This design comes from an exercise in tuning for small area and few clock cycles on the open sky130 flow, not from production work. Function was checked by simulation only, so behaviour that the tests miss may differ from the original. Power and IR drop assume default switching activity.

===== design/flow/config.mk =====
export PLATFORM = sky130hd
export DESIGN_NAME = qca7k_core
export DESIGN_NICKNAME = qca7k_core
export VERILOG_FILES = /design/flow/design.v
export SDC_FILE = /design/flow/constraint.sdc
export NUM_CORES = 4
export LEC_CHECK = 0
export ABC_AREA = 1
export CAP_MARGIN = 20
export CORE_MARGIN = 2
export CORE_UTILIZATION = 40
export PLACE_DENSITY = 0.6
export SLEW_MARGIN = 20

===== design/flow/constraint.sdc =====
create_clock -name core_clock -period 7.0 [get_ports {clk}]
set_input_delay 1.4000 -clock core_clock [delete_from_list [all_inputs] [get_ports {clk}]]
set_output_delay 1.4000 -clock core_clock [all_outputs]
set_load 0.01 [all_outputs]

===== design/flow/design.v =====
module qca7k_core (
    input  wire        clk,
    input  wire        rst,
    input  wire        req_valid,
    output wire        req_ready,
    input  wire [7:0]  req_op,
    input  wire        req_read,
    input  wire        req_internal,
    input  wire [15:0] req_reg,
    input  wire [15:0] req_val,
    input  wire [15:0] req_size,
    input  wire        req_dst_valid,
    input  wire [7:0]  req_dst,
    output wire        rsp_valid,
    output reg  [3:0]  rsp_code,
    output reg  [15:0] rsp_data,
    output wire        bus_valid,
    output reg  [1:0]  bus_kind,
    output reg  [7:0]  bus_txd,
    input  wire        bus_ready,
    input  wire [7:0]  bus_rxd,
    output wire        src_req,
    output wire [10:0] src_addr,
    input  wire        src_ack,
    input  wire [7:0]  src_data,
    output wire        mw_valid,
    output wire [7:0]  mw_buf,
    output wire [10:0] mw_addr,
    output wire [7:0]  mw_data
);
    localparam [1:0] K_BEGIN = 2'd0, K_END = 2'd1, K_TX = 2'd2, K_RX = 2'd3;
    localparam [3:0] OP_ENCODE_CMD  = 4'h0, OP_REG_READ    = 4'h1,
                     OP_REG_WRITE   = 4'h2, OP_GET_MASK    = 4'h3,
                     OP_SET_MASK    = 4'h4, OP_ENABLE_ALL  = 4'h5,
                     OP_DISABLE_ALL = 4'h6, OP_ENABLE      = 4'h7,
                     OP_DISABLE     = 4'h8, OP_FETCH_ACK   = 4'h9,
                     OP_READ_SIG    = 4'hA, OP_STARTUP     = 4'hB,
                     OP_SOFT_RESET  = 4'hC, OP_SEND        = 4'hD,
                     OP_RECEIVE     = 4'hE, OP_RESERVED    = 4'hF;
    localparam [3:0] R_OK = 4'd0, R_BAD_SIGNATURE = 4'd1, R_FRAME_OVERFLOW = 4'd2,
                     R_WRITE_BUFFER_INSUFFICIENT = 4'd3, R_NULL_RECEIVE_BUFFER = 4'd4,
                     R_EMPTY_READ_BUFFER = 4'd5, R_INTERNAL_ERROR = 4'd6,
                     R_SUCCESS = 4'd7, R_IN_PROGRESS = 4'd8, R_REFUSED = 4'd15;
    localparam [4:0] RH_BFR_SIZE = 5'h01, RH_WRBUF_SPC_AVA = 5'h02,
                     RH_RDBUF_BYTE_AVA = 5'h03, RH_SPI_CONFIG = 5'h04,
                     RH_INTR_CAUSE = 5'h0C, RH_INTR_ENABLE = 5'h0D,
                     RH_SIGNATURE = 5'h1A;
    localparam [10:0] FRAME_MAX = 11'd1522, FRAME_MIN = 11'd60;
    localparam [15:0] SIGNATURE_EXPECTED = 16'hAA55;
    localparam [15:0] INT_ALL = 16'h0047;
    localparam [15:0] SPI_CONFIG_RESET = 16'h0040;
    localparam [7:0] SOF_BYTE = 8'hAA, RSVD_BYTE = 8'h00, EOF_BYTE = 8'h55;
    localparam [2:0] S_SOF = 3'd0, S_FL = 3'd1, S_RSVD = 3'd2, S_FRAME = 3'd3,
                     S_EOF = 3'd4, S_SUCCESS = 3'd5, S_IERR = 3'd6;
    localparam [3:0] P_IDLE = 4'd0, P_RESP = 4'd1, P_BEGIN = 4'd2, P_CMD_HI = 4'd3,
                     P_CMD_LO = 4'd4, P_DATA_HI = 4'd5, P_DATA_LO = 4'd6,
                     P_END = 4'd7, P_HDR = 4'd8, P_PAY = 4'd9, P_TAIL = 4'd10,
                     P_RXLOOP = 4'd11;
    localparam [1:0] T_REG_READ = 2'd0, T_REG_WRITE = 2'd1, T_EXT_WRITE = 2'd2,
                     T_EXT_READ = 2'd3;
    reg [3:0]  phase;
    reg [1:0]  step;           
    reg [3:0]  op;             
    reg [1:0]  tkind;          
    reg [4:0]  rh;             
    reg [15:0] d;              
    reg [10:0] size;           
    reg [10:0] sa;             
    reg [7:0]  sb;             
    reg        sv;             
    reg [2:0]  rx_state;
    reg [1:0]  rx_k;           
    reg [10:0] rx_len;
    reg [10:0] rx_cur;
    reg        rx_buf_valid;
    reg [7:0]  rx_buf;
    reg reg_known;
    always @(*) begin
        case (req_reg)
            16'h0100, 16'h0200, 16'h0300, 16'h0400,
            16'h0C00, 16'h0D00, 16'h1A00: reg_known = 1'b1;
            default: reg_known = 1'b0;
        endcase
    end
    wire [3:0] req_opc = (req_op[7:4] == 4'd0) ? req_op[3:0] : OP_RESERVED;
    wire        size_small = (size < FRAME_MIN);
    wire [10:0] send_n     = size_small ? FRAME_MIN : size;
    wire [10:0] send_need  = send_n + 11'd10;
    wire        sa_end     = (sa == size);
    wire [7:0] b = bus_rxd;
    reg [2:0]  ns_state;
    reg [1:0]  ns_k;
    reg [10:0] ns_len;
    reg [10:0] ns_cur;
    reg        bs_end;         
    reg        bs_mem;
    reg [7:0] sent;
    always @(*) begin
        case (rx_state)
            S_RSVD:  sent = RSVD_BYTE;
            S_EOF:   sent = EOF_BYTE;
            default: sent = SOF_BYTE;
        endcase
    end
    wire [15:0] fl_len = {b, rx_len[7:0]};
    wire [10:0] cur_inc = rx_cur + 11'd1;
    always @(*) begin
        ns_state = rx_state;
        ns_k     = rx_k - 2'd1;
        ns_len   = rx_len;
        ns_cur   = rx_cur;
        bs_end   = 1'b0;
        bs_mem   = 1'b0;
        case (rx_state)
            S_SOF, S_RSVD, S_EOF: begin
                if (b == sent) begin
                    if (rx_k == 2'd0) begin
                        ns_k = 2'd1;
                        if (rx_state == S_SOF) begin
                            ns_state = S_FL;
                        end else if (rx_state == S_RSVD) begin
                            ns_cur = 11'd0;
                            ns_state = (rx_len == 11'd0) ? S_EOF : S_FRAME;
                        end else begin
                            bs_end   = 1'b1;
                            ns_state = S_SUCCESS;
                        end
                    end
                end else begin
                    ns_state = S_SOF;
                    ns_k     = (rx_state != S_SOF && b == SOF_BYTE) ? 2'd2 : 2'd3;
                end
            end
            S_FL: begin
                if (rx_k == 2'd1) begin
                    ns_len = {3'd0, b};
                end else begin
                    ns_len = fl_len[10:0];
                    if (fl_len > {5'd0, FRAME_MAX}) begin
                        ns_state = S_SOF;
                        ns_k     = 2'd3;
                    end else begin
                        ns_state = S_RSVD;
                        ns_k     = 2'd1;
                    end
                end
            end
            S_FRAME: begin
                bs_mem = 1'b1;
                ns_cur = cur_inc;
                if (cur_inc == rx_len) begin
                    ns_state = S_EOF;
                    ns_k     = 2'd1;
                end
            end
            default: begin
                bs_end   = 1'b1;
                ns_state = S_IERR;
            end
        endcase
    end
    wire       fetch   = (op == OP_SEND) && (step != 2'd0);
    wire       pay_src = !sa_end || sv;               
    wire       sb_pop  = (phase == P_PAY) && bus_ready && sv;
    assign src_req  = fetch && !sa_end && (!sv || sb_pop);
    assign src_addr = sa;
    wire   sb_push  = src_req && src_ack;
    reg bv;
    always @(*) begin
        bv       = 1'b1;
        bus_kind = K_TX;
        bus_txd  = 8'h00;
        case (phase)
            P_BEGIN:   bus_kind = K_BEGIN;
            P_CMD_HI:
                case (tkind)
                    T_REG_READ:  bus_txd = {3'b110, rh};
                    T_REG_WRITE: bus_txd = {3'b010, rh};
                    T_EXT_READ:  bus_txd = 8'h80;
                    default:     bus_txd = 8'h00;
                endcase
            P_CMD_LO:  ;
            P_DATA_HI: if (tkind == T_REG_READ) bus_kind = K_RX; else bus_txd = d[15:8];
            P_DATA_LO: if (tkind == T_REG_READ) bus_kind = K_RX; else bus_txd = d[7:0];
            P_HDR:
                case (d[15:13])
                    3'd4:    bus_txd = send_n[7:0];
                    3'd5:    bus_txd = {5'd0, send_n[10:8]};
                    3'd6, 3'd7: bus_txd = 8'h00;
                    default: bus_txd = SOF_BYTE;
                endcase
            P_PAY: begin
                if (pay_src) begin
                    bus_txd = sb;
                    bv      = sv;
                end
            end
            P_TAIL:    bus_txd = EOF_BYTE;
            P_RXLOOP:  bus_kind = K_RX;
            P_END:     bus_kind = K_END;
            default:   bv = 1'b0;
        endcase
    end
    assign bus_valid = bv;
    wire bus_fire = bv && bus_ready;
    assign mw_valid = (phase == P_RXLOOP) && bus_ready && bs_mem;
    assign mw_buf   = rx_buf;
    assign mw_addr  = rx_cur;
    assign mw_data  = bus_rxd;
    wire sig_ok   = (d == SIGNATURE_EXPECTED);
    wire space_ok = !(d < {5'd0, send_need});
    reg last;                  
    always @(*) begin
        case (op)
            OP_ENABLE, OP_DISABLE, OP_SOFT_RESET: last = (step == 2'd1);
            OP_FETCH_ACK:                         last = (step == 2'd2);
            OP_STARTUP:  last = (step == 2'd2) || (step == 2'd1 && !sig_ok);
            OP_SEND:     last = (step == 2'd2) || (step == 2'd0 && !space_ok);
            OP_RECEIVE:  last = (step == 2'd1) || (d == 16'd0);
            default:     last = 1'b1;
        endcase
    end
    wire end_fire  = (phase == P_END) && bus_ready;
    wire finishing = end_fire && last;
    assign rsp_valid = (phase == P_RESP) || finishing;
    assign req_ready = (phase == P_IDLE) || rsp_valid;
    wire   req_fire  = req_valid && req_ready;
    always @(*) begin
        rsp_code = R_OK;
        rsp_data = 16'd0;
        if (phase == P_RESP) begin
            case (op)
                OP_ENCODE_CMD: begin rsp_code = R_OK; rsp_data = d; end
                OP_SEND:       rsp_code = R_FRAME_OVERFLOW;
                OP_RECEIVE:    rsp_code = R_NULL_RECEIVE_BUFFER;
                default:       rsp_code = R_REFUSED;
            endcase
        end else begin
            case (op)
                OP_REG_READ, OP_GET_MASK, OP_READ_SIG, OP_FETCH_ACK: rsp_data = d;
                OP_STARTUP: if (step == 2'd1) rsp_code = R_BAD_SIGNATURE;
                OP_SEND:    if (step == 2'd0) rsp_code = R_WRITE_BUFFER_INSUFFICIENT;
                OP_RECEIVE:
                    if (step == 2'd0) rsp_code = R_EMPTY_READ_BUFFER;
                    else if (rx_state == S_SUCCESS) begin
                        rsp_code = R_SUCCESS;
                        rsp_data = {5'd0, rx_len};
                    end else if (rx_state == S_IERR) begin
                        rsp_code = R_INTERNAL_ERROR;
                    end else begin
                        rsp_code = R_IN_PROGRESS;
                        rsp_data = {13'd0, rx_state};
                    end
                default: ;
            endcase
        end
    end
    wire [7:0] rd_old = (phase == P_DATA_HI) ? d[15:8] : d[7:0];
    reg  [7:0] rd_new;
    always @(*) begin
        case (op)
            OP_ENABLE, OP_SOFT_RESET: rd_new = b | rd_old;
            OP_DISABLE:               rd_new = b & ~rd_old;
            default:                  rd_new = b;
        endcase
    end
    integer i;
    always @(posedge clk) begin
        if (rst) begin
            phase        <= P_IDLE;
            step         <= 2'd0;
            sv           <= 1'b0;
            rx_state     <= S_SOF;
            rx_buf_valid <= 1'b0;
        end else begin
            if (sb_push) begin
                sb <= src_data;
                sa <= sa + 11'd1;
            end
            sv <= sb_push || (sv && !sb_pop);
            if (phase == P_RESP || finishing) phase <= P_IDLE;
            case (phase)
                P_BEGIN:  if (bus_fire) phase <= P_CMD_HI;
                P_CMD_HI: if (bus_fire) phase <= P_CMD_LO;
                P_CMD_LO: if (bus_fire) begin
                    case (tkind)
                        T_EXT_WRITE: phase <= P_HDR;
                        T_EXT_READ:  phase <= P_RXLOOP;
                        default:     phase <= P_DATA_HI;
                    endcase
                end
                P_DATA_HI: if (bus_fire) begin
                    if (tkind == T_REG_READ) d[15:8] <= rd_new;
                    phase <= P_DATA_LO;
                end
                P_DATA_LO: if (bus_fire) begin
                    if (tkind == T_REG_READ) d[7:0] <= rd_new;
                    phase <= P_END;
                end
                P_HDR: if (bus_fire) begin
                    d[15:13] <= d[15:13] + 3'd1;
                    if (d[15:13] == 3'd7) phase <= P_PAY;
                end
                P_PAY: if (bus_fire) begin
                    d <= d - 16'd1;
                    if (d[10:0] == 11'd11) phase <= P_TAIL;
                end
                P_TAIL: if (bus_fire) begin
                    d <= d - 16'd1;
                    if (d[10:0] == 11'd9) phase <= P_END;
                end
                P_RXLOOP: if (bus_fire) begin
                    rx_state <= ns_state;
                    rx_k     <= ns_k;
                    rx_len   <= ns_len;
                    rx_cur   <= ns_cur;
                    d        <= d - 16'd1;
                    if (bs_end || d == 16'd1) phase <= P_END;
                end
                P_END: if (bus_fire && !last) begin
                    step  <= step + 2'd1;
                    phase <= P_BEGIN;
                    case (op)
                        OP_ENABLE, OP_DISABLE, OP_SOFT_RESET:
                            tkind <= T_REG_WRITE;
                        OP_FETCH_ACK: begin
                            tkind <= (step == 2'd0) ? T_REG_READ : T_REG_WRITE;
                            rh    <= RH_INTR_CAUSE;
                        end
                        OP_STARTUP:
                            if (step == 2'd1) begin
                                tkind <= T_REG_WRITE;
                                rh    <= RH_INTR_ENABLE;
                                d     <= INT_ALL;
                            end
                        OP_SEND:
                            if (step == 2'd0) begin
                                tkind <= T_REG_WRITE;
                                rh    <= RH_BFR_SIZE;
                                d     <= {5'd0, send_need};
                                sa    <= 11'd0;
                            end else begin
                                tkind <= T_EXT_WRITE;
                            end
                        default:  
                            tkind <= T_EXT_READ;
                    endcase
                end
                default: ;
            endcase
            if (req_fire) begin
                op    <= req_opc;
                step  <= 2'd0;
                size  <= req_size[10:0];
                phase <= P_BEGIN;
                tkind <= T_REG_READ;
                d     <= 16'd0;
                case (req_opc)
                    OP_ENCODE_CMD: begin
                        phase <= P_RESP;
                        d     <= {req_read, req_internal,
                                  req_internal ? req_reg[13:0] : 14'd0};
                    end
                    OP_REG_READ: begin
                        rh <= req_reg[12:8];
                        if (!reg_known) phase <= P_RESP;
                    end
                    OP_REG_WRITE: begin
                        rh    <= req_reg[12:8];
                        tkind <= T_REG_WRITE;
                        if (!reg_known) phase <= P_RESP;
                        else            d <= req_val;
                    end
                    OP_GET_MASK: rh <= RH_INTR_ENABLE;
                    OP_SET_MASK: begin
                        rh <= RH_INTR_ENABLE; tkind <= T_REG_WRITE; d <= req_val;
                    end
                    OP_ENABLE_ALL: begin
                        rh <= RH_INTR_ENABLE; tkind <= T_REG_WRITE; d <= INT_ALL;
                    end
                    OP_DISABLE_ALL, OP_FETCH_ACK: begin
                        rh <= RH_INTR_ENABLE; tkind <= T_REG_WRITE;
                    end
                    OP_ENABLE, OP_DISABLE: begin
                        rh <= RH_INTR_ENABLE; d <= req_val;
                    end
                    OP_READ_SIG, OP_STARTUP: rh <= RH_SIGNATURE;
                    OP_SOFT_RESET: begin
                        rh <= RH_SPI_CONFIG; d <= SPI_CONFIG_RESET;
                    end
                    OP_SEND: begin
                        rh <= RH_WRBUF_SPC_AVA;
                        if (req_size > {5'd0, FRAME_MAX}) phase <= P_RESP;
                    end
                    OP_RECEIVE: begin
                        rh <= RH_RDBUF_BYTE_AVA;
                        if (!req_dst_valid) begin
                            phase <= P_RESP;
                        end else if (!rx_buf_valid || rx_buf != req_dst ||
                                     rx_state == S_SUCCESS || rx_state == S_IERR) begin
                            rx_state     <= S_SOF;
                            rx_k         <= 2'd3;
                            rx_buf_valid <= 1'b1;
                            rx_buf       <= req_dst;
                        end
                    end
                    default: phase <= P_RESP;
                endcase
            end
        end
    end
endmodule

===== design/flow/run.sh =====
#!/bin/bash
# synth_recipe.tcl (not shown) runs the flow's synth.tcl, then flattens the netlist and writes it again
# the make line also repeats each setting of config.mk as NAME=value (left out here)
make -C /OpenROAD-flow-scripts/flow DESIGN_CONFIG=/design/flow/config.mk WORK_HOME=/design/flow/orfs CLKGATE_MAP_FILE= SYNTH_SCRIPT=/design/flow/synth_recipe.tcl finish

==> out/results.ini, run 1 <==
[cts]
tritoncts=done
cts.hold.buffers_added=0
clk_pin_slew_ps=80
clock_tree.root_cell=sky130_fd_sc_hd__clkbuf_16
clockBufferDepth=2
clock_insertion_delay_worst_skew_ps=370
cts_htree_levels=3
cts-buffers-inserted=9
numClockSinks=100
cts_post_setup_buffers_inserted=0
post_cts_resized=0

[setup_path]
slowest_stage=sky130_fd_sc_hd__clkdlybuf4s50_1
worst-path-buf-inv=2
cp_max_fo=6
timing.critical_path.slowest_cell_delay_ps=550
startpoint_type=register
worst_setup_path_end_kind=primary output
timing.critical_path.max_delay_family=simple AND/OR/NAND/NOR gates
crit_top_cell=sky130_fd_sc_hd__nand2_1
crit_chain=nor2_1 -> nand2_1 -> nand2_1 -> inv_1 -> nor2_1 -> ha_1 -> or2_2 -> nand2_1 -> nor3_1 -> nand3_1 -> xor2_1 -> ha_1 -> a21oi_1 -> o21ai_0 -> nor4_2 -> nand2_1 -> nand2_1 -> nand2_1 -> nand2_2 -> nand2_4 -> nand2_4 -> clkdlybuf4s50_1
crit_arrival_ps=4310
criticalPathCategory=register to primary output
critPathRequiredTime_ps=5600

[global_routing]
overflow=0
pin_count_of_the_biggest_net_entering_global_routing=44
grt_pass1_vias=8751
antenna_found_initial=0
global_route_wire_length_before_repair_um=48000
globalRouteTotalUtil_pct=28.1

[timing]
finalSetupTns_ps=0
fin_worst_skew_ps=14.4
finalWorstPathRequiredPeriod_ps=5710
tightest_slew_ps=988
maxClockFrequency_ghz=0.175
slew_headroom_pct=32.5
fin_worst_hold_slack_ps=483
final-hold-violation-count=0
setup-violations-final=0
post-route-period-util_pct=81.6
rsz0062_at_grt=no
slew_viol_final=0

[synthesis]
ys.warnings.count=1
synth_largest_area_cell=sky130_fd_sc_hd__edfxtp_1
yosysMostFrequentCell=sky130_fd_sc_hd__nand2_1
synthesis.nets=1328
synth.lib_cells_used.distinct=60
synth_enable_flop_cells=89
synth_area_per_cell_um2=7.13
synth_flop_cell=sky130_fd_sc_hd__edfxtp_1
synth-seq-area-share_pct=33.7
netlist_top_cells_area=sky130_fd_sc_hd__edfxtp_1 31%, sky130_fd_sc_hd__nand2_1 11%, sky130_fd_sc_hd__inv_1 7.3%
postSynthCellCount=1205
proportion_of_netlist_area_held_by_the_largest_area_contributor_pct=31.1
synth_async_sr_flop_share_pct=0
synth-seq-cells=100
netlist_area_um2=8590
netlist_top_cells_count=244 x sky130_fd_sc_hd__nand2_1, 168 x sky130_fd_sc_hd__inv_1, 150 x sky130_fd_sc_hd__nor2_1

[place]
dp_hpwl_um=25900
portBuffers=160
globalplace.congestion=0.984

[power_and_ir_drop]
vdd_ir_drop_max_uv=112
cell_internal_pwr_mw=1.07
total_leakage_power_nw=4.42
comb_pwr_share_pct=18.0
power.density_cell_area_nw_per_um2=140
clock_power_share_pct=35.5
p_sw_mw=0.430
switching_fraction_pct=28.6
sequential_cell_fraction_of_total_power_pct=46.4

[floorplan]
die-area_um2=22700
placeableCoreArea_um2=21000
dieWidth_um=151
initial_core_util_pct=40.9
num_rows=53
io_pins=161
floorplan.die.height_um=151

[layout]
drive_above_1_share_pct=6.18
area.sequential_um2=2890
multi_input_area_um2=4820
nets=1478
num_antenna_cells=0
fillers=2117
synthToLayoutAreaGrowth_pct=25.1

[routing]
drt_pre_antenna_iters=6
post_drt_wl_per_cell_um=19.2
detail_route.iter0.violations=647
wl_met3_um=2090
vias=9014
met2_length_um=14400
dr.max_layer_used=met4
routed_via_density=5.51
routed_wl_um=31400
route.antenna.remaining_nets=0
wl_met1_um=13400
post-route-drc-count=0

[job]
cap_viol_max_count=0

[worst_hold_path]
hold_class=register to register

[status]
status=no timing/DRC/antenna violations

==> final cells by class <==
cell class	count	share of cell area (%)
inverter	190	6.66
timing repair buffer	168	15.5
clock inverter	7	0.757
sequential	100	26.9
multi-input combinational	886	44.9
clock buffer	9	2.10
tap	275	3.20
==> layout by cell type (no fill, tap or decap), types with 18 or more instances in the layout <==
master	instances
sky130_fd_sc_hd__nand2_1	244
sky130_fd_sc_hd__inv_1	168
sky130_fd_sc_hd__clkdlybuf4s50_1	160
sky130_fd_sc_hd__nor2_1	150
sky130_fd_sc_hd__edfxtp_1	89
sky130_fd_sc_hd__o21ai_0	85
sky130_fd_sc_hd__nand3_1	70
sky130_fd_sc_hd__a21oi_1	48
sky130_fd_sc_hd__nor3_1	35
sky130_fd_sc_hd__ha_1	35
sky130_fd_sc_hd__xor2_1	26
sky130_fd_sc_hd__a22oi_1	26
sky130_fd_sc_hd__nand4_1	19
sky130_fd_sc_hd__inv_2	18
==> final timing paths <==
| kind | from | end | slack [ps] | cells after the start |
|---|---|---|---|---|
| setup reg to reg | size[6] | d[2] | 2000 | 25 |
| setup / recovery | size[6] | req_ready | 1290 | 22 |
| hold / removal | rx_buf_valid | rx_buf_valid | 480 | 2 |
| hold reg to reg | rx_buf_valid | rx_buf_valid | 480 | 2 |
==> power groups by stage <==
stage	sequential, mW	clock (mW)	combinational [mW]
after floorplan	0.699	0	0.138
after global placement	0.711	0	0.269
after detailed placement	0.711	0	0.270
after CTS	0.697	0.542	0.271
after global routing	0.700	0.560	0.298
final	0.698	0.534	0.271
==> cell families (layout without fill, tap and decap cells) <==
group	after synthesis	in the layout	synth area share, %
adders and majority gates	35	35	5.10
AOI/OAI and AO/OA	242	242	17.3
buffers and inverters	219	374	10.2
xor gates and xnor gates	35	35	3.57
DFF	100	100	33.7
and+or+nand+nor	574	574	30.1
==> per-layer routing <==
layer | global-route usage [%] | up-vias
met2 | 45.9 | 358
met1 | 35.6 | 4182
met4 | 14.8 | 0
li1 | - | 4392
met5 | 0 | -
met3 | 4.79 | 82
==> state kept, by name, summed over array words and instances (netlist names), 2 cells and up <==
register and count:
size 11, tkind 2, rx_state 3, sb 8, sa 11, rx_buf 8
rx_cur 11, rh 5, rx_len 11, rx_k 2, op 4, phase 4
d 16, step 2
==> worst reg2reg max path: stages (launching register included) <==
cell and delay (ps):
sky130_fd_sc_hd__edfxtp_1 480, sky130_fd_sc_hd__nor2_1 140, sky130_fd_sc_hd__nand2_1 60, sky130_fd_sc_hd__nand2_1 130
sky130_fd_sc_hd__inv_1 70, sky130_fd_sc_hd__nor2_1 230, sky130_fd_sc_hd__ha_1 220, sky130_fd_sc_hd__or2_2 120
sky130_fd_sc_hd__nand2_1 80, sky130_fd_sc_hd__nor3_1 250, sky130_fd_sc_hd__nand3_1 140, sky130_fd_sc_hd__xor2_1 210
sky130_fd_sc_hd__ha_1 280, sky130_fd_sc_hd__a21oi_1 130, sky130_fd_sc_hd__o21ai_0 120, sky130_fd_sc_hd__nor4_2 220
sky130_fd_sc_hd__nand2_1 100, sky130_fd_sc_hd__nand2_1 60, sky130_fd_sc_hd__nand2_1 90, sky130_fd_sc_hd__nand2_2 100
sky130_fd_sc_hd__nand2_4 90, sky130_fd_sc_hd__nand2_4 90, sky130_fd_sc_hd__nand2_4 250, sky130_fd_sc_hd__nand3_2 170
sky130_fd_sc_hd__nand3_1 140, sky130_fd_sc_hd__nor2_1 670
==> stage by stage <==
step                      worst slack, ps  total power, mW  area [um2]  util (%)  instances
after CTS                            1300             1.51       10700      51.1       1635
after detailed placement             1710            0.981       10400      49.6       1619
after global routing                  860             1.56       10700      51.1       1635
after global placement               1740            0.980       10400      49.6       1619
after floorplan                      2680            0.837        8590         -       1205
final                                1290             1.50       10700      51.1       1635
Testbench counts, summed over its fixed seeds: cycles 1,340,418.
==> run 2, diff against run 1 <==
--- a/design/flow/config.mk
+++ b/design/flow/config.mk
@@ -9,5 +9,5 @@
 export CAP_MARGIN = 20
 export CORE_MARGIN = 2
-export CORE_UTILIZATION = 40
-export PLACE_DENSITY = 0.6
+export CORE_UTILIZATION = 65
+export PLACE_DENSITY = 0.75
 export SLEW_MARGIN = 20
==> out/results.ini, run 2 <==
[synthesis]
synth_enable_flop_cells=89  ; unchanged
synth.lib_cells_used.distinct=60  ; unchanged
postSynthCellCount=1205  ; unchanged
synth_area_per_cell_um2=7.13  ; unchanged
netlist_top_cells_count=244 x sky130_fd_sc_hd__nand2_1, 168 x sky130_fd_sc_hd__inv_1, 150 x sky130_fd_sc_hd__nor2_1
synthesis.nets=1328  ; unchanged
synth-seq-area-share_pct=33.7  ; unchanged
netlist_top_cells_area=sky130_fd_sc_hd__edfxtp_1 31%, sky130_fd_sc_hd__nand2_1 11%, sky130_fd_sc_hd__inv_1 7.3%
synth_largest_area_cell=sky130_fd_sc_hd__edfxtp_1
synth_flop_cell=sky130_fd_sc_hd__edfxtp_1
netlist_area_um2=8590  ; unchanged
synth_async_sr_flop_share_pct=0  ; unchanged
proportion_of_netlist_area_held_by_the_largest_area_contributor_pct=31.1  ; unchanged
yosysMostFrequentCell=sky130_fd_sc_hd__nand2_1
ys.warnings.count=1  ; unchanged
synth-seq-cells=100  ; unchanged

[cts]
clk_pin_slew_ps=80  ; about the same
clockBufferDepth=2  ; unchanged
tritoncts=done
clock_insertion_delay_worst_skew_ps=360  ; about the same
cts_post_setup_buffers_inserted=0  ; unchanged
post_cts_resized=0  ; unchanged
clock_tree.root_cell=sky130_fd_sc_hd__clkbuf_16
cts.hold.buffers_added=0  ; unchanged
cts_htree_levels=3  ; unchanged
numClockSinks=100  ; unchanged
cts-buffers-inserted=9  ; unchanged

[timing]
finalSetupTns_ps=0  ; unchanged
rsz0062_at_grt=no
finalWorstPathRequiredPeriod_ps=5780  ; +70.0 ps
fin_worst_skew_ps=9.71  ; -4.73 ps
slew_viol_final=0  ; unchanged
maxClockFrequency_ghz=0.173  ; -1.2%
tightest_slew_ps=995  ; +7.65 ps
setup_ws_ps=1220  ; -70.0 ps
fin_worst_hold_slack_ps=483  ; +0.364 ps
post-route-period-util_pct=82.6  ; +1.0 points
setup-violations-final=0  ; unchanged
slew_headroom_pct=33.6  ; +1.1 points
final-hold-violation-count=0  ; unchanged

[layout]
regMostFlops=d
fin_cells=1533  ; -6.2%
largest_reg_flops=16  ; unchanged
num_antenna_cells=0  ; unchanged
multi_input_area_um2=4820  ; about the same
nets=1475  ; -0.20%
drive_above_1_share_pct=6.12  ; -0.060 points
fillers=877  ; -59%
area.sequential_um2=2890  ; unchanged
layout.cells.most_common_list=244 x sky130_fd_sc_hd__nand2_1, 168 x sky130_fd_sc_hd__inv_1, 160 x sky130_fd_sc_hd__clkdlybuf4s50_1
fin_util_pct=81.0  ; +30 points
synthToLayoutAreaGrowth_pct=23.3
most_common_library_cell_in_the_layout_ignoring_fill_and_taps=sky130_fd_sc_hd__nand2_1
layout.cell_area.non_filler_um2=10600  ; -1.4%

[setup_path]
cp_max_fo=6  ; unchanged
reg2reg_setup_slack_ps=1900  ; -100 ps
criticalPathCategory=register to primary output
crit_arrival_ps=4380  ; +70 ps
worst_setup_path_end_kind=primary output
critPathRequiredTime_ps=5600  ; about the same
startpoint_type=register

[power_and_ir_drop]
vdd_ir_drop_max_uv=208  ; +86%
total_power_mw=1.49  ; -1.2%
total_leakage_power_nw=4.40  ; -0.41%
power.density_cell_area_nw_per_um2=140  ; +0.18%

[global_routing]
overflow=0  ; unchanged
antenna_found_initial=0  ; unchanged
pin_count_of_the_biggest_net_entering_global_routing=44  ; unchanged
grt_pass1_vias=9342  ; +6.8%
global_route_wire_length_before_repair_um=49000  ; +2.1%
globalRouteTotalUtil_pct=44.3  ; +16 points

[floorplan]
floorplan.die.height_um=119  ; -21%
num_rows=42  ; -21%
dieWidth_um=119  ; -21%
die-area_um2=14200  ; -38%
io_pins=161  ; unchanged
placeableCoreArea_um2=13100  ; -38%
initial_core_util_pct=65.7  ; +25 points

[routing]
detail_route.iter0.violations=1506  ; +130%
post-route-drc-count=0  ; unchanged
vias=9814  ; +8.9%
post_drt_wl_per_cell_um=20.5  ; +6.5%
routed_via_density=6.40  ; +16%
route.antenna.remaining_nets=0  ; unchanged
drt_pre_antenna_iters=8  ; +2
routed_wl_um=31400  ; -0.17%

[place]
placedCellCount=1517  ; -6.3%
globalplace.congestion=1.09  ; +10%
dpl_cell_area_um2=10300  ; -1.4%
dp_hpwl_um=24700  ; -4.6%
portBuffers=160  ; unchanged
worst_slack_at_placement_ps=1730  ; +20.4 ps

[status]
status=no timing/DRC/antenna violations

[job]
cap_viol_max_count=0  ; unchanged

[worst_hold_path]
hold_class=register to register

run 2: cell types whose count changed in the layout (fill, tap and decap cells not counted), sizes merged:
cell	change
buf	-3
clkinv	+1
bufinv	-1
run 2: kinds of logic (layout without fill, tap and decap cells):
kind of cell,after synthesis,in the layout,share of synthesized area (%)
compound gates,242,242,17.3
xor+xnor,35,35,3.57
fa+ha+maj,35,35,5.10
buf+inv,219,371,10.2
flops,100,100,33.7
simple gates,574,574,30.1
run 2: layout make-up:
type                       instances  area share (%)
clock inverter                     7           0.709
timing repair buffer             165            15.5
clock buffer                       9            2.13
sequential                       100            27.3
tap                              176            2.08
inverter                         190            6.76
multi-input combinational        886            45.5
run 2: worst paths after layout:
path,endpoint,cells after the start,startpoint
max,rsp_valid,23,size[9]
min,rx_buf_valid,2,rx_buf_valid
max reg2reg,d[4],26,size[9]
min reg2reg,rx_buf_valid,2,rx_buf_valid
run 2: power by group:
group	internal [mW]	switching [mW]
combinational	0.120	0.154
sequential	0.669	0.0291
clock	0.254	0.259
run 2: per-layer routing:
layer | share of wire, % | track usage [%] | wire length (um) | up-vias
met5 | 0 | 0 | 0 | -
li1 | - | - | - | 4402
met1 | 36 | 58.9 | 11400 | 4401
met2 | 45 | 69.7 | 14100 | 850
met4 | 5.3 | 20.2 | 1670 | 0
met3 | 13 | 9.29 | 4210 | 161
run 2: critical path, cell delays in order (launching register included):
cell and delay (ps):
sky130_fd_sc_hd__edfxtp_1 420, sky130_fd_sc_hd__inv_1 100, sky130_fd_sc_hd__nand2_1 80, sky130_fd_sc_hd__nor2_1 50
sky130_fd_sc_hd__nand2_1 110, sky130_fd_sc_hd__inv_1 70, sky130_fd_sc_hd__nor2_1 230, sky130_fd_sc_hd__ha_1 220
sky130_fd_sc_hd__or2_2 120, sky130_fd_sc_hd__nand2_1 70, sky130_fd_sc_hd__nor3_1 270, sky130_fd_sc_hd__nand3_1 140
sky130_fd_sc_hd__xor2_1 250, sky130_fd_sc_hd__ha_1 310, sky130_fd_sc_hd__a21oi_1 120, sky130_fd_sc_hd__o21ai_0 100
sky130_fd_sc_hd__nor4_2 230, sky130_fd_sc_hd__nand2_1 140, sky130_fd_sc_hd__nand2_1 80, sky130_fd_sc_hd__nand2_1 80
sky130_fd_sc_hd__nand2_2 90, sky130_fd_sc_hd__nand2_4 80, sky130_fd_sc_hd__nand2_1 90, sky130_fd_sc_hd__clkdlybuf4s50_1 560
==> run 3, diff against run 2 <==
==> design/flow/flow/run.sh (new file) <==
#!/bin/bash
# The standard layout (the standard.sh, unchanged synthesis and steps),
# with the port buffers made of the smallest buffer cell instead of the
# default clkdlybuf4s50_1. Every input and output port still gets a buffer.
set -euo pipefail
export BUFFER_PORTS_ARGS="-buffer_cell sky130_fd_sc_hd__buf_1"
bash standard.sh > standard_flow.log 2>&1
==> design/flow/standard.sh (new file) <==
#!/bin/bash
# synth_recipe.tcl (not shown) runs the flow's synth.tcl, then flattens the netlist and writes it again
# the make line also repeats each setting of config.mk as NAME=value (left out here)
make -C /OpenROAD-flow-scripts/flow DESIGN_CONFIG=/design/flow/config.mk WORK_HOME=/design/flow/orfs CLKGATE_MAP_FILE= SYNTH_SCRIPT=/design/flow/synth_recipe.tcl "${@:-finish}"
--- a/design/flow/config.mk
+++ b/design/flow/config.mk
@@ -9,5 +9,5 @@
 export CAP_MARGIN = 20
 export CORE_MARGIN = 2
-export CORE_UTILIZATION = 65
-export PLACE_DENSITY = 0.75
+export CORE_UTILIZATION = 40
+export PLACE_DENSITY = 0.6
 export SLEW_MARGIN = 20
removed: design/flow/run.sh
==> out/results.ini, run 3 <==
[global_routing]
antenna_found_initial=0  ; unchanged
global_route_wire_length_before_repair_um=45600  ; -7.0%
grt_pass1_vias=8320  ; -11%
pin_count_of_the_biggest_net_entering_global_routing=44  ; unchanged
overflow=0  ; unchanged
globalRouteTotalUtil_pct=26.7  ; -18 points

[synthesis]
netlist_top_cells_area=sky130_fd_sc_hd__edfxtp_1 31%, sky130_fd_sc_hd__nand2_1 11%, sky130_fd_sc_hd__inv_1 7.3%
yosysMostFrequentCell=sky130_fd_sc_hd__nand2_1
netlist_area_um2=8590  ; unchanged
proportion_of_netlist_area_held_by_the_largest_area_contributor_pct=31.1  ; unchanged
synth-seq-area-share_pct=33.7  ; unchanged
synthesis.nets=1328  ; unchanged
synth-seq-cells=100  ; unchanged
ys.warnings.count=1  ; unchanged
synth_largest_area_cell=sky130_fd_sc_hd__edfxtp_1
postSynthCellCount=1205  ; unchanged
synth_area_per_cell_um2=7.13  ; unchanged
synth.lib_cells_used.distinct=60  ; unchanged
netlist_top_cells_count=244 x sky130_fd_sc_hd__nand2_1, 168 x sky130_fd_sc_hd__inv_1, 150 x sky130_fd_sc_hd__nor2_1
synth_async_sr_flop_share_pct=0  ; unchanged
synth_enable_flop_cells=89  ; unchanged
synth_flop_cell=sky130_fd_sc_hd__edfxtp_1

[timing]
setup_ws_ps=1600  ; +376 ps
post-route-period-util_pct=77.2  ; -5.4 points
tightest_slew_ps=890  ; -105 ps
finalSetupTns_ps=0  ; unchanged
slew_viol_final=0  ; unchanged
setup-violations-final=0  ; unchanged
fin_worst_skew_ps=14.1  ; +4.35 ps
rsz0062_at_grt=no
maxClockFrequency_ghz=0.185  ; +7.0%
finalWorstPathRequiredPeriod_ps=5400  ; -376 ps
final-hold-violation-count=0  ; unchanged
slew_headroom_pct=39.1  ; +5.6 points

[place]
portBuffers=160  ; unchanged
placedCellCount=1618  ; +6.7%
dp_hpwl_um=24500  ; -0.67%
worst_slack_at_placement_ps=1980  ; +256 ps
globalplace.congestion=0.988  ; -9.0%

[layout]
regMostFlops=d
nets=1477  ; +0.14%
drive_above_1_share_pct=6.33  ; +0.21 points
fin_cells=1634  ; +6.6%
synthToLayoutAreaGrowth_pct=13.5
fillers=2190  ; +150%
num_antenna_cells=0  ; unchanged
most_common_library_cell_in_the_layout_ignoring_fill_and_taps=sky130_fd_sc_hd__nand2_1
multi_input_area_um2=4830  ; +0.13%
layout.cells.most_common_list=244 x sky130_fd_sc_hd__nand2_1, 168 x sky130_fd_sc_hd__inv_1, 160 x sky130_fd_sc_hd__buf_1
area.sequential_um2=2890  ; unchanged
largest_reg_flops=16  ; unchanged

[power_and_ir_drop]
total_power_mw=1.44  ; -2.8%
total_leakage_power_nw=3.99  ; -9.3%
vdd_ir_drop_max_uv=94.6  ; -54%
power.density_cell_area_nw_per_um2=148  ; +5.6%

[job]
cap_viol_max_count=0  ; unchanged

[worst_hold_path]
hold_class=register to register
hold-path-cell-count=2  ; unchanged

[floorplan]
num_rows=53  ; +26%
io_pins=161  ; unchanged
initial_core_util_pct=40.9  ; -25 points
floorplan.die.height_um=151  ; +27%
die-area_um2=22700  ; +60%
placeableCoreArea_um2=21000  ; +61%
dieWidth_um=151  ; +27%

[cts]
cts_post_setup_buffers_inserted=0  ; unchanged
post_cts_resized=0  ; unchanged
clockBufferDepth=2  ; unchanged
cts.hold.buffers_added=0  ; unchanged
tritoncts=done
clock_tree.root_cell=sky130_fd_sc_hd__clkbuf_16
clk_pin_slew_ps=80  ; about the same
numClockSinks=100  ; unchanged
cts_htree_levels=3  ; unchanged
cts-buffers-inserted=9  ; unchanged
clock_insertion_delay_worst_skew_ps=380  ; +20 ps

[routing]
detail_route.iter0.violations=851  ; -43%
route.antenna.remaining_nets=0  ; unchanged
routed_via_density=5.50  ; -14%
routed_wl_um=30200  ; -3.6%
drt_pre_antenna_iters=5  ; -3
post-route-drc-count=0  ; unchanged
vias=8988  ; -8.4%
post_drt_wl_per_cell_um=18.5  ; -9.6%

[setup_path]
startpoint_type=register
timing.critical_path.slowest_cell_delay_ps=490  ; -70 ps
crit_top_cell=sky130_fd_sc_hd__nand2_1
critPathRequiredTime_ps=5600  ; about the same
crit_arrival_ps=4000  ; -380 ps
criticalPathCategory=register to primary output
slowest_stage=sky130_fd_sc_hd__edfxtp_1
worstRegToRegCells=25  ; -3.8%
worst_setup_path_end_kind=primary output
cp_max_fo=6  ; unchanged
crit_chain=nor2_1 -> nand2_1 -> nand2_1 -> inv_1 -> nor2_1 -> ha_1 -> or2_2 -> nand2_1 -> nor3_1 -> nand3_1 -> xor2_1 -> ha_1 -> a21oi_1 -> o21ai_0 -> nor4_2 -> nand2_1 -> nand2_1 -> nand2_1 -> nand2_2 -> nand2_4 -> nand2_4 -> buf_1

[status]
status=no timing/DRC/antenna violations

run 3: logic make-up after synthesis:
family	Yosys count	synth area share [%]
compound gates	242	17.3
xor+xnor	35	3.57
fa+ha+maj	35	5.10
buf+inv	219	10.2
flops	100	33.7
simple gates	574	30.1
run 3: path summary, 6_finish.rpt:
kind                      from           end  slack (ps)
setup / recovery       size[6]     req_ready        1600
hold / removal    rx_buf_valid  rx_buf_valid         480
setup reg to reg       size[6]     rx_buf[2]        1930
hold reg to reg   rx_buf_valid  rx_buf_valid         480
run 3: worst max-delay path, delay by kind of cell, from the launching register on:
kind            cells  cell delay (ps)
simple gates       15             1910
compound gates      2              270
flops               1              490
xor+xnor            1              240
fa+ha+maj           2              500
buf+inv             2              240
run 3: power by group:
part           internal [mW]  total, mW  switching (mW)
clock network          0.257      0.526           0.269
registers              0.669      0.698          0.0286
logic                 0.0706      0.221           0.150
run 3: per-stage QoR:
| step | area [um2] | utilization, % | hold slack [ps] |
|---|---|---|---|
| 6_report | 9750 | 46.4 | 476 |
| 5_1_grt | 9750 | 46.4 | 515 |
| 4_1_cts | 9750 | 46.4 | 488 |
| 3_5_place_dp | 9440 | 44.9 | 475 |
| 3_3_place_gp | 9430 | 44.9 | 476 |
| 2_1_floorplan | 8590 | - | 436 |
run 3: layout make-up:
cell class / count / share of cell area, %
Multi-Input combinational cell: 886 / 49.5
Sequential cell: 100 / 29.7
Inverter: 190 / 7.34
Timing Repair Buffer: 167 / 6.70
Tap cell: 275 / 3.53
Clock buffer: 9 / 2.31
Clock inverter: 7 / 0.936
run 3: per-layer routing:
layer  track usage, %  share of wire, %  vias up
met5                0                 0        -
met4             13.3               4.5        0
met3             4.00               8.4       77
met2             42.6                45      423
met1             35.2                42     4093
li1                 -                 -     4395
==> run 4, diff against run 3 <==
==> design/flow/flow/run.sh (replaced) <==
#!/bin/bash
# Layout flow: the standard flow (standard.sh) with two changes.
#  1. After the standard synthesis, the combinational logic between the
#     registers is re-mapped by ABC with an area-oriented script (area.abc).
#     Every register keeps its instance name and cell type; ports are kept.
#  2. Port buffers use the smallest buffer cell (buf_1) instead of the
#     default clkdlybuf4s50_1. Every input and output port still gets one.
# Each tool's full output goes to a log file in this folder.
set -euo pipefail
WORK=$(pwd)
FLOWDIR=$WORK/flow
RES=$WORK/orfs/results/sky130hd/qca7k_core/base
LIB=$FLOW_HOME/platforms/sky130hd/lib/sky130_fd_sc_hd__tt_025C_1v80.lib
export TMPDIR=$WORK/tmp
mkdir -p "$TMPDIR"

# 1. standard synthesis
bash standard.sh synth > log_1_standard_synth.log 2>&1
cp "$RES/1_2_yosys.v" "$WORK/1_2_yosys.standard.v"

# 2. re-map the combinational logic, registers untouched
DU=$(grep -A40 '^export DONT_USE_CELLS' "$FLOW_HOME/platforms/sky130hd/config.mk" \
     | grep -o 'sky130_fd_sc_hd__[a-z0-9_]*' | sed 's/^/-dont_use /' | tr '\n' ' ')
FFS=$(grep -o 'sky130_fd_sc_hd__[a-z0-9_]*' "$WORK/1_2_yosys.standard.v" | sort -u \
      | grep -E '__(e|s|se)?df|__dl|__conb' | tr '\n' ' ')
cat > "$WORK/reopt.ys" <<EOT
read_liberty -ignore_miss_func $LIB
read_verilog $WORK/1_2_yosys.standard.v
hierarchy -top $FLOW_TOP
setattr -mod -set keep_hierarchy 1 $FFS
flatten
blackbox $FFS
opt_clean
tee -o $WORK/reopt_stat_before.txt stat -liberty $LIB
abc -liberty $LIB $DU -script $FLOWDIR/area.abc
opt_clean -purge
hilomap -singleton -hicell sky130_fd_sc_hd__conb_1 HI -locell sky130_fd_sc_hd__conb_1 LO
insbuf -buf sky130_fd_sc_hd__buf_1 A X
opt_clean -purge
tee -o $WORK/reopt_stat_after.txt stat -liberty $LIB
read_liberty -lib -ignore_redef $LIB
hierarchy -top $FLOW_TOP
check -assert -mapped
write_verilog -noattr -nohex -nodec $WORK/1_2_yosys.reopt.v
EOT
YOSYS=$FLOW_HOME/../tools/install/yosys/bin/yosys
[[ -x $YOSYS ]] || YOSYS=yosys
"$YOSYS" -s "$WORK/reopt.ys" > log_2_reopt_yosys.log 2>&1
cp "$WORK/1_2_yosys.reopt.v" "$RES/1_2_yosys.v"
rm -f "$RES/1_synth.odb"
touch "$RES/1_2_yosys.v"
bash standard.sh synth > log_3_synth_odb.log 2>&1

# 3. the rest of the standard flow, with small port buffers
export BUFFER_PORTS_ARGS="-buffer_cell sky130_fd_sc_hd__buf_1"
bash standard.sh > log_4_standard_finish.log 2>&1
==> design/flow/flow/area.abc (new file) <==
strash
dc2
balance; rewrite; refactor; balance; rewrite; rewrite -z; balance; refactor -z; rewrite -z; balance
balance; rewrite; refactor; balance; rewrite; rewrite -z; balance; refactor -z; rewrite -z; balance
&get -n
&dch -f
&nf -R 1000 -p
&put
topo
==> out/results.ini, run 4 <==
[synthesis]
synthesis.nets=970  ; -27%
synth_area_per_cell_um2=8.23  ; +15%
netlist_area_um2=7260  ; -16%
ys.warnings.count=1  ; unchanged
postSynthCellCount=882  ; -27%

[timing]
finalWorstPathRequiredPeriod_ps=6180  ; +772 ps
maxClockFrequency_ghz=0.162  ; -12%
slew_viol_final=0  ; unchanged
finalSetupTns_ps=0  ; unchanged
post-route-period-util_pct=88.2  ; +11 points
tightest_slew_ps=1000  ; +114 ps
slew_headroom_pct=32.8  ; -6.3 points
final-hold-violation-count=0  ; unchanged
rsz0062_at_grt=no
setup_ws_ps=824  ; -772 ps
fin_worst_skew_ps=13.8  ; -0.239 ps
setup-violations-final=0  ; unchanged

[layout]
nets=1114  ; -25%
num_antenna_cells=0  ; unchanged
fin_cells=1260  ; -23%
regMostFlops=d
largest_reg_flops=16  ; unchanged
layout.cells.most_common_list=160 x sky130_fd_sc_hd__buf_1, 115 x sky130_fd_sc_hd__nor2_1, 100 x sky130_fd_sc_hd__a21oi_1
synthToLayoutAreaGrowth_pct=15.2
most_common_library_cell_in_the_layout_ignoring_fill_and_taps=sky130_fd_sc_hd__buf_1
fin_util_pct=46.7  ; +0.30 points
layout.cell_area.non_filler_um2=8360  ; -14%
fillers=1848  ; -16%
drive_above_1_share_pct=2.42  ; -3.9 points

[global_routing]
grt_pass1_vias=6992  ; -16%
global_route_wire_length_before_repair_um=39000  ; -14%
globalRouteTotalUtil_pct=25.7  ; -0.96 points
overflow=0  ; unchanged
antenna_found_initial=0  ; unchanged
pin_count_of_the_biggest_net_entering_global_routing=26  ; -41%

[setup_path]
cp_max_fo=6  ; unchanged
startpoint_type=register
crit_arrival_ps=4780  ; +780 ps
criticalPathCategory=register to primary output
worst_setup_path_end_kind=primary output
critPathRequiredTime_ps=5600  ; about the same

[routing]
routed_wl_um=25700  ; -15%
post-route-drc-count=0  ; unchanged
drt_pre_antenna_iters=6  ; +1
routed_via_density=6.13  ; +12%
post_drt_wl_per_cell_um=20.4  ; +10%
detail_route.iter0.violations=811  ; -4.7%
route.antenna.remaining_nets=0  ; unchanged
vias=7728  ; -14%

[cts]
numClockSinks=100  ; unchanged
cts-buffers-inserted=9  ; unchanged
clock_insertion_delay_worst_skew_ps=370  ; about the same
clock_tree.root_cell=sky130_fd_sc_hd__clkbuf_16
post_cts_resized=0  ; unchanged
cts_htree_levels=3  ; unchanged
cts_post_setup_buffers_inserted=0  ; unchanged
clockBufferDepth=2  ; unchanged
clk_pin_slew_ps=60  ; -20 ps
tritoncts=done
cts.hold.buffers_added=0  ; unchanged

[place]
worst_slack_at_placement_ps=1300  ; -680 ps
placedCellCount=1243  ; -23%
dp_hpwl_um=19700  ; -20%
portBuffers=160  ; unchanged
dpl_cell_area_um2=8080  ; -14%
globalplace.congestion=1.05  ; +6.1%

[status]
status=no timing/DRC/antenna violations

[floorplan]
die-area_um2=19200  ; -15%
dieWidth_um=139  ; -7.9%
num_rows=49  ; -7.5%
placeableCoreArea_um2=17900  ; -15%
floorplan.die.height_um=139  ; -7.9%
initial_core_util_pct=40.5  ; -0.34 points
io_pins=161  ; unchanged

[power_and_ir_drop]
p_sw_mw=0.375  ; -16%
comb_pwr_share_pct=12.9  ; -2.4 points
cell_internal_pwr_mw=0.973  ; -2.3%
switching_fraction_pct=27.8  ; -3.2 points
total_leakage_power_nw=2.64  ; -34%
vdd_ir_drop_max_uv=117  ; +24%
clock_power_share_pct=35.0  ; -1.4 points
power.density_cell_area_nw_per_um2=161  ; +9.0%
sequential_cell_fraction_of_total_power_pct=52.1  ; +3.8 points

[worst_hold_path]
hold_class=register to register

[job]
cap_viol_max_count=0  ; unchanged

[run 4: critical path, cell delays in order, from the launching register on]
cell and delay [ps]:
sky130_fd_sc_hd__edfxtp_1 470, sky130_fd_sc_hd__or3_1 400, sky130_fd_sc_hd__nor3_1 380, sky130_fd_sc_hd__o21ai_0 300
sky130_fd_sc_hd__nand2_1 230, sky130_fd_sc_hd__nor3_1 70, sky130_fd_sc_hd__a21oi_1 220, sky130_fd_sc_hd__a21oi_1 100
sky130_fd_sc_hd__o21ai_0 170, sky130_fd_sc_hd__o21ai_0 100, sky130_fd_sc_hd__a21oi_1 170, sky130_fd_sc_hd__a221oi_1 60
sky130_fd_sc_hd__o21ai_0 170, sky130_fd_sc_hd__o221ai_1 140, sky130_fd_sc_hd__nand4_1 110, sky130_fd_sc_hd__a32oi_1 100
sky130_fd_sc_hd__or4_1 570, sky130_fd_sc_hd__and3_1 210, sky130_fd_sc_hd__nor2_1 180, sky130_fd_sc_hd__clkinv_1 110
sky130_fd_sc_hd__buf_1 160
[run 4: metal layers]
metal,vias to the layer above,track usage (%),wire length [um]
met5,-,0,0
met4,0,11.2,969
met3,67,3.45,2250
met2,458,40.5,11500
met1,3551,35.6,10900
li1,3652,-,-
[run 4: cell type report]
cell class                 count  area, um2  share of cell area, %
clock buffer                  10        229                   2.74
sequential                   100       2890                   34.6
clock inverter                 6       41.3                  0.494
timing repair buffer         171        683                   8.17
tap                          229        287                   3.43
inverter                      24       90.1                   1.08
multi-input combinational    720       4140                   49.5
[run 4: final timing paths]
check	start	endpoint	slack (ps)	depth (start not counted)
worst min-delay path	rx_buf_valid	rx_buf_valid	460	1
worst min register to register	rx_buf_valid	rx_buf_valid	460	1
worst max register to register	size[6]	rx_buf[5]	1400	23
worst max-delay path	size[6]	req_ready	820	20
[run 4: through the flow]
step                      total power, mW  hold slack [ps]
after floorplan                     0.803              424
after global placement              0.884              450
after detailed placement            0.885              450
after CTS                            1.35              467
after global routing                 1.39              482
final                                1.35              459
[run 4: power groups by stage]
stage               Combinational, mW  Clock [mW]  Sequential [mW]
finish                          0.175       0.472            0.702
floorplan                       0.103           0            0.700
global route                    0.192       0.492            0.703
global placement                0.170           0            0.714
CTS                             0.172       0.478            0.700
detailed placement              0.172           0            0.714
==> run 5, diff against run 4 <==
--- a/design/flow/config.mk
+++ b/design/flow/config.mk
@@ -10,4 +10,5 @@
 export CORE_MARGIN = 2
 export CORE_UTILIZATION = 40
+export CTS_BUF_LIST = sky130_fd_sc_hd__clkbuf_4 sky130_fd_sc_hd__clkbuf_8
 export PLACE_DENSITY = 0.6
 export SLEW_MARGIN = 20
==> out/results.ini, run 5 <==
[synthesis]
synth_area_per_cell_um2=8.23  ; unchanged
netlist_area_um2=7260  ; unchanged
ys.warnings.count=1  ; unchanged
postSynthCellCount=882  ; unchanged
synthesis.nets=970  ; unchanged

[power_and_ir_drop]
clock_power_share_pct=28.6  ; -6.4 points
sequential_cell_fraction_of_total_power_pct=57.2  ; +5.1 points
power.density_cell_area_nw_per_um2=148  ; -8.0%
cell_internal_pwr_mw=0.865  ; -11%
vdd_ir_drop_max_uv=80.6  ; -31%
total_leakage_power_nw=2.60  ; -1.6%
switching_fraction_pct=29.5  ; +1.7 points
comb_pwr_share_pct=14.2  ; +1.3 points
total_power_mw=1.23  ; -9.0%
p_sw_mw=0.362  ; -3.6%

[floorplan]
floorplan.die.height_um=139  ; unchanged
die-area_um2=19200  ; unchanged
io_pins=161  ; unchanged
dieWidth_um=139  ; unchanged
num_rows=49  ; unchanged
placeableCoreArea_um2=17900  ; unchanged
initial_core_util_pct=40.5  ; unchanged

[timing]
tightest_slew_ps=942  ; -61.8 ps
rsz0062_at_grt=no
post-route-period-util_pct=88.8  ; +0.62 points
maxClockFrequency_ghz=0.161  ; -0.70%
finalSetupTns_ps=0  ; unchanged
final-hold-violation-count=0  ; unchanged
slew_headroom_pct=37.0  ; +4.1 points
slew_viol_final=0  ; unchanged
fin_worst_skew_ps=14.4  ; +0.625 ps
setup-violations-final=0  ; unchanged
finalWorstPathRequiredPeriod_ps=6220  ; +43.6 ps

[setup_path]
worst_setup_path_end_kind=primary output
cp_max_fo=6  ; unchanged
criticalPathCategory=register to primary output
startpoint_type=register
crit_arrival_ps=4820  ; +40 ps
critPathRequiredTime_ps=5600  ; about the same

[layout]
synthToLayoutAreaGrowth_pct=13.9
nets=1114  ; unchanged
fin_util_pct=46.1  ; -0.55 points
drive_above_1_share_pct=2.52  ; +0.097 points
largest_reg_flops=16  ; unchanged
layout.cell_area.non_filler_um2=8260  ; -1.2%
layout.cells.most_common_list=160 x sky130_fd_sc_hd__buf_1, 115 x sky130_fd_sc_hd__nor2_1, 100 x sky130_fd_sc_hd__a21oi_1
fillers=1863  ; +0.81%
num_antenna_cells=0  ; unchanged
regMostFlops=d
most_common_library_cell_in_the_layout_ignoring_fill_and_taps=sky130_fd_sc_hd__buf_1

[cts]
numClockSinks=100  ; unchanged
clk_pin_slew_ps=100  ; +40 ps
cts_post_setup_buffers_inserted=0  ; unchanged
tritoncts=done
cts_htree_levels=3  ; unchanged
cts-buffers-inserted=9  ; unchanged
post_cts_resized=0  ; unchanged
clock_insertion_delay_worst_skew_ps=410  ; +40 ps
clock_tree.root_cell=sky130_fd_sc_hd__clkbuf_8
cts.hold.buffers_added=0  ; unchanged
clockBufferDepth=2  ; unchanged

[global_routing]
pin_count_of_the_biggest_net_entering_global_routing=26  ; unchanged
overflow=0  ; unchanged
global_route_wire_length_before_repair_um=38900  ; -0.23%
grt_pass1_vias=6979  ; -0.19%
antenna_found_initial=0  ; unchanged
globalRouteTotalUtil_pct=25.7  ; -0.059 points

[status]
status=no timing/DRC/antenna violations

[place]
portBuffers=160  ; unchanged
dp_hpwl_um=19700  ; unchanged
dpl_cell_area_um2=8080  ; unchanged
globalplace.congestion=1.05  ; unchanged

[routing]
drt_pre_antenna_iters=5  ; -1
detail_route.iter0.violations=868  ; +7.0%
route.antenna.remaining_nets=0  ; unchanged
routed_via_density=6.17  ; +0.53%
routed_wl_um=25700  ; -0.11%
vias=7769  ; +0.53%
post-route-drc-count=0  ; unchanged
post_drt_wl_per_cell_um=20.4  ; -0.11%

[job]
cap_viol_max_count=0  ; unchanged

[worst_hold_path]
hold_class=register to register

==> run 5: worst paths after layout <==
kind / from / slack, ps / endpoint / depth (start not counted)
max: size[9] / 780 / req_ready / 20
min: rx_buf_valid / 470 / rx_buf_valid / 1
max reg2reg: size[9] / 1380 / rx_buf[0] / 23
min reg2reg: rx_buf_valid / 470 / rx_buf_valid / 1
==> run 5: through the flow <==
step / worst slack [ps] / hold WS, ps / cells
after global routing: 297 / 489 / 1260
final: 781 / 465 / 1260
after global placement: 1360 / 450 / 1243
after CTS: 855 / 474 / 1259
after detailed placement: 1300 / 450 / 1243
after floorplan: 1850 / 424 / 882
==> run 5: layout make-up <==
type	instances	area [um2]	share of cell area, %
flip-flops and latches	100	2890	35.0
repair buffers	171	683	8.27
clock buffers	10	131	1.59
inverters	24	90.1	1.09
clock inverters	6	41.3	0.500
well taps	229	287	3.47
multi-input cells	720	4140	50.1
==> run 5: layer usage <==
layer	global-route usage, %	wire [um]
met4	11.6	1050
met5	0	0
met2	40.2	11400
met3	3.21	2220
met1	35.7	10900
==> run 5: power by group through the flow <==
stage	Sequential (mW)	Clock (mW)	Combinational, mW
CTS	0.700	0.354	0.172
global route	0.703	0.369	0.192
detailed placement	0.714	0	0.172
floorplan	0.700	0	0.103
finish	0.702	0.350	0.175
global placement	0.714	0	0.170
==> run 5: critical path, stage by stage, from the launching register on <==
cell and delay (ps):
sky130_fd_sc_hd__edfxtp_1 490, sky130_fd_sc_hd__or3_1 370, sky130_fd_sc_hd__nor3_1 390, sky130_fd_sc_hd__o21ai_0 310, sky130_fd_sc_hd__nand2_1 230, sky130_fd_sc_hd__nor3_1 70
sky130_fd_sc_hd__a21oi_1 220, sky130_fd_sc_hd__a21oi_1 100, sky130_fd_sc_hd__o21ai_0 170, sky130_fd_sc_hd__o21ai_0 100, sky130_fd_sc_hd__a21oi_1 170, sky130_fd_sc_hd__a221oi_1 50
sky130_fd_sc_hd__o21ai_0 170, sky130_fd_sc_hd__o221ai_1 140, sky130_fd_sc_hd__nand4_1 110, sky130_fd_sc_hd__a32oi_1 100, sky130_fd_sc_hd__or4_1 570, sky130_fd_sc_hd__and3_1 200
sky130_fd_sc_hd__nor2_1 180, sky130_fd_sc_hd__clkinv_1 110, sky130_fd_sc_hd__buf_1 160

[separate check: timing with driven ports]
Ports are ideal in the flow. The routed layouts listed here were re-timed in OpenROAD.
Step 1 (the two cells are an assumption about what drives the block):
set clk [get_ports {clk}]
set_driving_cell -lib_cell sky130_fd_sc_hd__clkbuf_16 $clk
set_driving_cell -lib_cell sky130_fd_sc_hd__buf_2 [delete_from_list [all_inputs] $clk]
Step 2, shift: input delay + t, output delay - t, t = (earliest + latest rising clock arrival at the registers) / 2. This alone moves slack from input paths to output paths.
Three values: ideal, step 1, step 2; two values: the first two.
run | t (ns) | setup WS [ns] | worst setup path after step 2 | clock arrival spread, ns | slew at the worst register clock pin (ns)
run 1 | 0.408 | 1.290 / 1.242 / 1.651 | register to output | 0.015 / 0.015 | 0.08 / 0.08
run 2 | 0.403 | 1.220 / 1.176 / 1.579 | register to output | 0.012 / 0.012 | 0.08 / 0.08
run 3 | 0.420 | 1.596 / 1.546 / 1.928 | register to register | 0.014 / 0.014 | 0.09 / 0.09
run 4 | 0.407 | 0.824 / 0.777 / 1.184 | register to output | 0.014 / 0.014 | 0.07 / 0.07
run 5 | 0.442 | 0.781 / 0.738 / 1.180 | register to output | 0.016 / 0.016 | 0.11 / 0.11
After both steps setup and hold are still met in every run listed.
